Context: an optimization exercise on an open-source flow, tuned for small area. The choices shown serve that exercise and are no tape-out recipe. Only simulation tests tie the RTL to the original design; equivalence was not proved. Power is estimated from default activity; no workload was simulated.

==> sierra: inputs <==
==> flow/design.v <==
module cu_codec (
    input  wire        clk,
    input  wire        rst_n,
    input  wire        req_valid,
    output wire        req_ready,
    input  wire [7:0]  req_op,
    input  wire [31:0] req_a,
    input  wire [31:0] req_v,
    input  wire [31:0] req_r,
    input  wire        close,
    output wire        rsp_valid,
    output wire [2:0]  rsp_code,
    output wire [2:0]  rsp_kind,
    output wire [31:0] rsp_fuel,
    output wire [3:0]  rsp_start,
    output wire [3:0]  rsp_mode,
    output wire [7:0]  rsp_pit,
    output wire [3:0]  rsp_display,
    output wire [4:0]  rsp_tm_addr,
    output wire [31:0] rsp_tm_stamp,
    output wire [3:0]  rsp_tm_sector,
    output wire [31:0] rsp_version,
    output wire [15:0] rsp_raw_len,
    output wire [63:0] rsp_raw_head,
    output reg  [15:0] discards,
    output wire        tx_valid,
    input  wire        tx_ready,
    output wire [7:0]  tx_data,
    output wire        tx_last,
    input  wire [1:0]  tx_status,
    input  wire        rx_valid,
    output wire        rx_ready,
    input  wire [7:0]  rx_data,
    input  wire        rx_last,
    input  wire        rx_timeout,
    input  wire        rx_ioerr,
    output reg         diag_valid,
    output wire [7:0]  diag_byte
);
    reg  [3:0]  st;
    wire s_resp  = st[3];
    wire s_idle  = ~st[3] & ~st[1] & ~st[0];
    wire s_send  = ~st[3] & ~st[1] &  st[0];
    wire s_await = ~st[3] &  st[1] & ~st[0];
    wire s_dec   = ~st[3] &  st[1] &  st[0];
    wire drop    = st[2];
    reg         closed;
    reg  [4:0]  op;                  
    reg  [15:0] cnt;                 
    reg  [3:0]  sum;                 
    reg         f3a;                 
    reg         chk;                 
    reg  [3:0]  s [0:13];            
    wire [3:0] vlo = s[2];
    wire [3:0] vhi = s[3];
    wire [3:0] rr  = s[4];
    wire [2:0] aa  = s[5][2:0];
    wire a_ok  = ~|req_a[31:3];
    wire v4_ok = ~|req_v[31:4];
    wire v8_ok = ~|req_v[31:8];
    wire r_ok  = ~|req_r[31:4];
    wire p_ok  = v4_ok && (req_v[3:0] != 4'd0) && (req_v[3:0] <= 4'd8);
    reg  [2:0] q_err;
    always @(*) begin
        q_err = 3'd0;
        case (req_op)
            8'h01, 8'h02, 8'h03: begin
                if (!a_ok || !v4_ok) q_err = 3'd1;
                else if (!r_ok)      q_err = 3'd2;
            end
            8'h04: begin
                if (!a_ok || !p_ok) q_err = 3'd1;
                else if (!r_ok)     q_err = 3'd2;
            end
            8'h05, 8'h08, 8'h09, 8'h0A,
            8'h10, 8'h11, 8'h12, 8'h13, 8'h14, 8'h15: q_err = 3'd0;
            8'h06: if (!v8_ok) q_err = 3'd1;
            8'h07: if (!v8_ok) q_err = 3'd2;
            default: q_err = 3'd6;
        endcase
    end
    wire is_btn  = op[4];
    wire is_ign  = ~op[4] & ~op[3] & (op[2:0] == 3'd7);
    wire is_rst  = ~op[4] &  op[3] & (op[2:0] == 3'd0);
    wire is_ver  = ~op[4] &  op[3] & (op[2:0] == 3'd1);
    wire is_req  = ~op[4] &  op[3] & (op[2:0] == 3'd2);
    wire is_lap1 = ~op[4] & ~op[3] & (op[2:0] == 3'd6);
    wire is_lap2 = ~op[4] &  op[3] & (op[2:0] == 3'd6);
    wire is_clr  = ~op[4] & ~op[3] & (op[2:0] == 3'd5);
    wire is_ww   = ~op[4] & ((~op[3] & (op[2:0] != 3'd7)) | is_lap2);
    reg [7:0] key;
    reg [2:0] lastidx;
    always @(*) begin
        if (is_btn)      begin key = 8'h54; lastidx = 3'd1; end
        else if (is_ww)  begin key = 8'h4A; lastidx = 3'd5; end
        else if (is_ign) begin key = 8'h3A; lastidx = 3'd3; end
        else if (is_rst) begin key = 8'h3D; lastidx = 3'd2; end
        else if (is_ver) begin key = 8'h30; lastidx = 3'd0; end
        else             begin key = 8'h3F; lastidx = 3'd0; end
    end
    wire has_chk = is_ww || is_ign;
    wire [2:0] idx = cnt[2:0];
    reg  [3:0] w1, b1, txn;
    always @(*) begin
        case (op[2:0])
            3'd1:    w1 = 4'd0;
            3'd2:    w1 = 4'd1;
            3'd3:    w1 = 4'd2;
            default: w1 = 4'd6;
        endcase
        case (op[2:0])
            3'd0:    b1 = 4'd1;
            3'd1:    b1 = 4'd2;
            3'd2:    b1 = 4'd5;
            3'd3:    b1 = 4'd6;
            3'd4:    b1 = 4'd7;
            default: b1 = 4'd8;
        endcase
        case (idx)
            3'd1:    txn = is_btn ? b1 : is_ign ? vlo : (is_rst | is_lap1) ? 4'd1 :
                           is_lap2 ? 4'd2 : w1;
            3'd2:    txn = is_ign ? vhi : (is_rst | is_clr) ? 4'd0 :
                           (is_lap1 | is_lap2) ? 4'hF : {aa, 1'b0};
            3'd3:    txn = is_clr ? 4'd0 : is_lap1 ? vhi : vlo;
            default: txn = is_clr ? 4'd9 : (is_lap1 | is_lap2) ? 4'd1 : rr;
        endcase
    end
    assign tx_valid = s_send;
    assign tx_last  = (idx == lastidx);
    assign tx_data  = (idx == 3'd0) ? key : {4'h3, (has_chk && tx_last) ? sum : txn};
    wire   tx_take  = s_send && tx_ready;
    assign req_ready = s_idle;
    assign rx_ready  = s_await;
    wire rx_take   = s_await && rx_valid;
    wire take_data = rx_take && !rx_timeout && !rx_ioerr;
    wire first     = (cnt == 16'd0) && !drop;
    wire match     = (rx_data == key);
    wire drop_now  = first ? !match : drop;
    wire mdata     = take_data && !first && !drop;     
    wire k17       = (cnt == 16'd17);
    wire sum_ok    = (rx_data == {4'h3, sum});
    wire lap_end   = take_data && rx_last && !drop_now && is_lap1;
    wire ge2  = |cnt[15:1];
    wire ge6  = |cnt[15:3] | (cnt[2] & cnt[1]);
    wire ge12 = |cnt[15:4] | (cnt[3] & cnt[2]);
    wire ge16 = |cnt[15:4];
    reg [2:0] d_code;
    always @(*) begin
        d_code = 3'd0;
        if (is_req) begin
            if (f3a && ge2) d_code = !ge16 ? 3'd2 : chk ? 3'd0 : 3'd3;
            else            d_code = !ge12 ? 3'd2 : chk ? 3'd0 : 3'd3;
        end else if (is_ver) begin
            d_code = !ge6 ? 3'd2 : chk ? 3'd0 : 3'd3;
        end
    end
    assign rsp_valid = s_resp;
    assign rsp_code  = st[2:0];
    assign rsp_kind  = (st[2:0] != 3'd0) ? 3'd0 :
                       is_req ? (f3a ? 3'd1 : 3'd2) :
                       is_ver ? 3'd4 : 3'd3;
    assign rsp_fuel      = {s[8], s[7], s[6], s[5], s[4], s[3], s[2], s[1]};
    assign rsp_start     = s[9];
    assign rsp_mode      = s[10];
    assign rsp_pit       = {s[12], s[11]};
    assign rsp_display   = s[13];
    assign rsp_tm_addr   = {1'b0, s[0]} - 5'd1;
    assign rsp_tm_stamp  = {s[2], s[1], s[4], s[3], s[6], s[5], s[8], s[7]};
    assign rsp_tm_sector = s[9];
    assign rsp_version   = {s[7], s[6], s[5], s[4], s[3], s[2], s[1], s[0]};
    assign rsp_raw_len   = cnt;
    assign rsp_raw_head  = {s[13], s[12], s[11], s[10], s[9], s[8], s[7], s[6],
                            s[5], s[4], s[3], s[2], s[1], s[0], key};
    assign diag_byte     = {s[1], s[0]};
    wire disc_ev = take_data && first && !match;
    always @(posedge clk) begin
        if (!rst_n) begin
            st         <= 4'd0;
            closed     <= 1'b0;
            diag_valid <= 1'b0;
        end else begin
            diag_valid <= disc_ev;
            if (close)
                closed <= 1'b1;
            if (s_idle) begin
                if (req_valid) begin
                    if (q_err != 3'd0) st <= {1'b1, q_err};
                    else if (closed)   st <= {1'b1, 3'd5};
                    else               st <= 4'b0001;
                end
            end else if (s_send) begin
                if (tx_take && tx_last) begin
                    if (tx_status == 2'd0)      st <= 4'b0010;
                    else if (tx_status == 2'd1) st <= {1'b1, 3'd4};
                    else                        st <= {1'b1, 3'd5};
                end
            end else if (s_await) begin
                if (rx_take) begin
                    if (rx_timeout)     st <= {1'b1, 3'd4};
                    else if (rx_ioerr)  st <= {1'b1, 3'd5};
                    else if (!rx_last)  st <= {1'b0, drop_now, 2'b10};
                    else if (drop_now)  st <= 4'b0010;
                    else if (is_lap1)   st <= 4'b0001;
                    else                st <= 4'b0011;
                end
            end else if (s_dec) begin
                st <= {1'b1, d_code};
            end else begin
                st <= 4'd0;
            end
        end
    end
    wire       d_clr = !rst_n || (s_idle && req_valid);
    wire [16:0] d_t;
    assign d_t[0] = disc_ev && !(&discards);
    genvar g;
    generate
        for (g = 0; g < 16; g = g + 1) begin : g_disc
            assign d_t[g+1] = d_t[g] && discards[g];
            always @(posedge clk)
                discards[g] <= !d_clr && (discards[g] ^ d_t[g]);
        end
    endgenerate
    wire        c_clr = s_idle || (tx_take && tx_last) || lap_end;
    wire [16:0] c_t;
    assign c_t[0] = tx_take || (take_data && !drop_now && !(&cnt));
    generate
        for (g = 0; g < 16; g = g + 1) begin : g_cnt
            assign c_t[g+1] = c_t[g] && cnt[g];
            always @(posedge clk)
                cnt[g] <= !c_clr && (cnt[g] ^ c_t[g]);
        end
    endgenerate
    wire clr_s  = take_data && first && match && !is_lap1;
    wire dg_s   = disc_ev;
    wire wr_s   = mdata && !is_lap1 && ~|cnt[15:4];
    wire [3:0] bus_e = rx_data[3:0] & {4{!clr_s}};
    wire [3:0] bus_o = ((is_req && !first) ? rx_data[3:0] : rx_data[7:4]) & {4{!clr_s}};
    reg  [13:0] we;
    integer i;
    always @(*) begin
        for (i = 0; i < 14; i = i + 1)
            we[i] = clr_s || (dg_s && i < 2) ||
                    (wr_s && (is_req ? (cnt[3:0] == i + 1) : (cnt[3:0] == i / 2 + 1)));
    end
    always @(posedge clk) begin
        if (s_idle)
            op <= req_op[4:0];
        else if (lap_end)
            op[3] <= 1'b1;
        if (tx_take || take_data)
            sum <= (first ? 4'd0 : sum) + (s_send ? tx_data[3:0] : rx_data[3:0]);
        if (mdata && cnt == 16'd1)
            f3a <= (rx_data == 8'h3A);
        if (mdata && (is_ver ? (cnt == 16'd5) :
                      f3a ? (cnt == 16'd15 || k17) : (cnt == 16'd11)))
            chk <= (k17 && chk) || sum_ok;
        for (i = 0; i < 14; i = i + 1) begin
            if (s_idle && i >= 2 && i <= 5) begin
                case (i)
                    2: s[i] <= req_v[3:0];
                    3: s[i] <= req_v[7:4];
                    4: s[i] <= req_r[3:0];
                    default: s[i] <= req_a[3:0];
                endcase
            end else if (we[i]) begin
                s[i] <= (i % 2) ? bus_o : bus_e;
            end
        end
    end
endmodule
==> flow/flow/run.sh <==
#!/bin/bash
# The standard layout (standard.sh) with three changes:
#  - synthesis maps with an area-oriented ABC script (abc_area_map.script)
#    instead of ORFS's delay-oriented one; registers are untouched;
#  - each port gets the smallest buffer (buf_1) instead of the resizer's pick;
#  - CTS uses clkbuf_8 and inserts no dummy loads.
set -euo pipefail
here=$(pwd)
rm -rf "$here/scripts_local"
cp -r "$FLOW_HOME/scripts" "$here/scripts_local"
cp "$here/flow/abc_area_map.script" "$here/scripts_local/abc_speed.script"
export SCRIPTS_DIR="$here/scripts_local"
export BUFFER_PORTS_ARGS="-buffer_cell sky130_fd_sc_hd__buf_1"
export CTS_ARGS="-sink_clustering_enable -repair_clock_nets -dont_use_dummy_load -buf_list sky130_fd_sc_hd__clkbuf_8"
bash standard.sh > "$here/flow.log" 2>&1
==> flow/flow/abc_area_map.script <==
strash
dch -f
amap
buffer -c
==> flow/standard.sh <==
#!/bin/bash
# synth_recipe.tcl (not shown) runs the flow's synth.tcl, then flattens the netlist and writes it again
# the make line also repeats each setting of config.mk as NAME=value (left out here)
make -C /OpenROAD-flow-scripts/flow DESIGN_CONFIG=/design/flow/config.mk WORK_HOME=/design/flow/orfs CLKGATE_MAP_FILE= SYNTH_SCRIPT=/design/flow/synth_recipe.tcl "${@:-finish}"
==> flow/config.mk <==
export PLATFORM = sky130hd
export DESIGN_NAME = cu_codec
export DESIGN_NICKNAME = cu_codec
export VERILOG_FILES = /design/flow/design.v
export SDC_FILE = /design/flow/constraint.sdc
export NUM_CORES = 4
export LEC_CHECK = 0
export CAP_MARGIN = 20
export CORE_MARGIN = 2
export CORE_UTILIZATION = 55
export PLACE_DENSITY = 0.65
export SLEW_MARGIN = 20
==> flow/constraint.sdc <==
create_clock -name core_clock -period 12.0 [get_ports {clk}]
set_input_delay 2.4000 -clock core_clock [delete_from_list [all_inputs] [get_ports {clk}]]
set_output_delay 2.4000 -clock core_clock [all_outputs]
set_load 0.01 [all_outputs]
==> inputs of amber, as changes to sierra <==
--- a/flow/design.v
+++ b/flow/design.v
@@ -219,5 +219,6 @@
             assign d_t[g+1] = d_t[g] && discards[g];
             always @(posedge clk)
-                discards[g] <= !d_clr && (discards[g] ^ d_t[g]);
+                if (d_clr || d_t[g])
+                    discards[g] <= !d_clr && !discards[g];
         end
     endgenerate
@@ -229,5 +230,6 @@
             assign c_t[g+1] = c_t[g] && cnt[g];
             always @(posedge clk)
-                cnt[g] <= !c_clr && (cnt[g] ^ c_t[g]);
+                if (c_clr || c_t[g])
+                    cnt[g] <= !c_clr && !cnt[g];
         end
     endgenerate
--- a/flow/flow/run.sh
+++ b/flow/flow/run.sh
@@ -12,4 +12,4 @@
 export SCRIPTS_DIR="$here/scripts_local"
 export BUFFER_PORTS_ARGS="-buffer_cell sky130_fd_sc_hd__buf_1"
-export CTS_ARGS="-sink_clustering_enable -repair_clock_nets -dont_use_dummy_load -buf_list sky130_fd_sc_hd__clkbuf_8"
+export CTS_ARGS="-sink_clustering_enable -repair_clock_nets -dont_use_dummy_load -buf_list sky130_fd_sc_hd__clkbuf_16 -sink_clustering_size 120 -sink_clustering_max_diameter 400"
 bash standard.sh > "$here/flow.log" 2>&1
==> summary of the runs <==
Of sierra and amber, amber has the higher utilization (gap 1.3 points).
Between amber and sierra, the lower cell count is in sierra (gap about 3.5%, measured against sierra).
Between sierra and amber, the lower routed wire length is in sierra (gap 5.9%, measured against amber).
Register-to-register slack: amber is better than sierra (0.26 ns).
In sierra the critical path depth is higher than in amber, by 7.
==> figures <==
Area of placed instances: sierra 7470 um2; amber 7600 um2
Run status: sierra timing/DRC/antenna clean; amber timing/DRC/antenna clean
Largest area class, layout: sierra multi-input combinational cells; amber sequential cells
Placement Setup Slack: sierra 5.21 ns; amber 4.87 ns
Insertion delay of the later-clocked pin in the worst-skew pair: sierra 0.38 ns; amber 0.34 ns
NetSw: sierra 591 uW; amber 843 uW
Xor and xnor fraction of the mapped netlist area: sierra 0.125%; amber 0.124%
Count of cells along the worst register-to-register path: sierra 24; amber 20
Die Y: sierra 117 um; amber 118 um
Period Utilization, post-route: sierra 55.2%; amber 57.3%
Overall power of the completed layout: sierra 1.31 mW; amber 1.78 mW
Seq pwr: sierra 534 uW; amber 693 uW

==> re-timing with driven ports <==
Ports are ideal in the flow. The routed layouts listed here were re-timed in OpenROAD.
Step 1 sets driving cells, clkbuf_16 on the clock port and buf_2 on the other inputs (assumed; they add their load-dependent delay and slew).
Step 2, shift: input delay + t, output delay - t, t = (earliest + latest rising clock arrival at the registers) / 2. This alone moves slack from input paths to output paths.
a / b / c = ideal ports / drivers / drivers and shift; a / b = the first two.
run	t (ns)	setup WS [ns]	worst hold slack (ns)	clock arrival spread, ns	pins driven straight from the clock port
sierra	0.402	5.376 / 5.376 / 5.147	0.498 / 0.498 / 0.498	0.025 / 0.025	1
amber	0.374	5.121 / 5.138 / 4.764	0.495 / 0.495 / 0.495	0.015 / 0.014	1
After both steps setup and hold are still met in every run listed. For amber, which loses most, drivers alone change the setup slack by +0.017 ns; drivers and shift together by -0.357 ns.
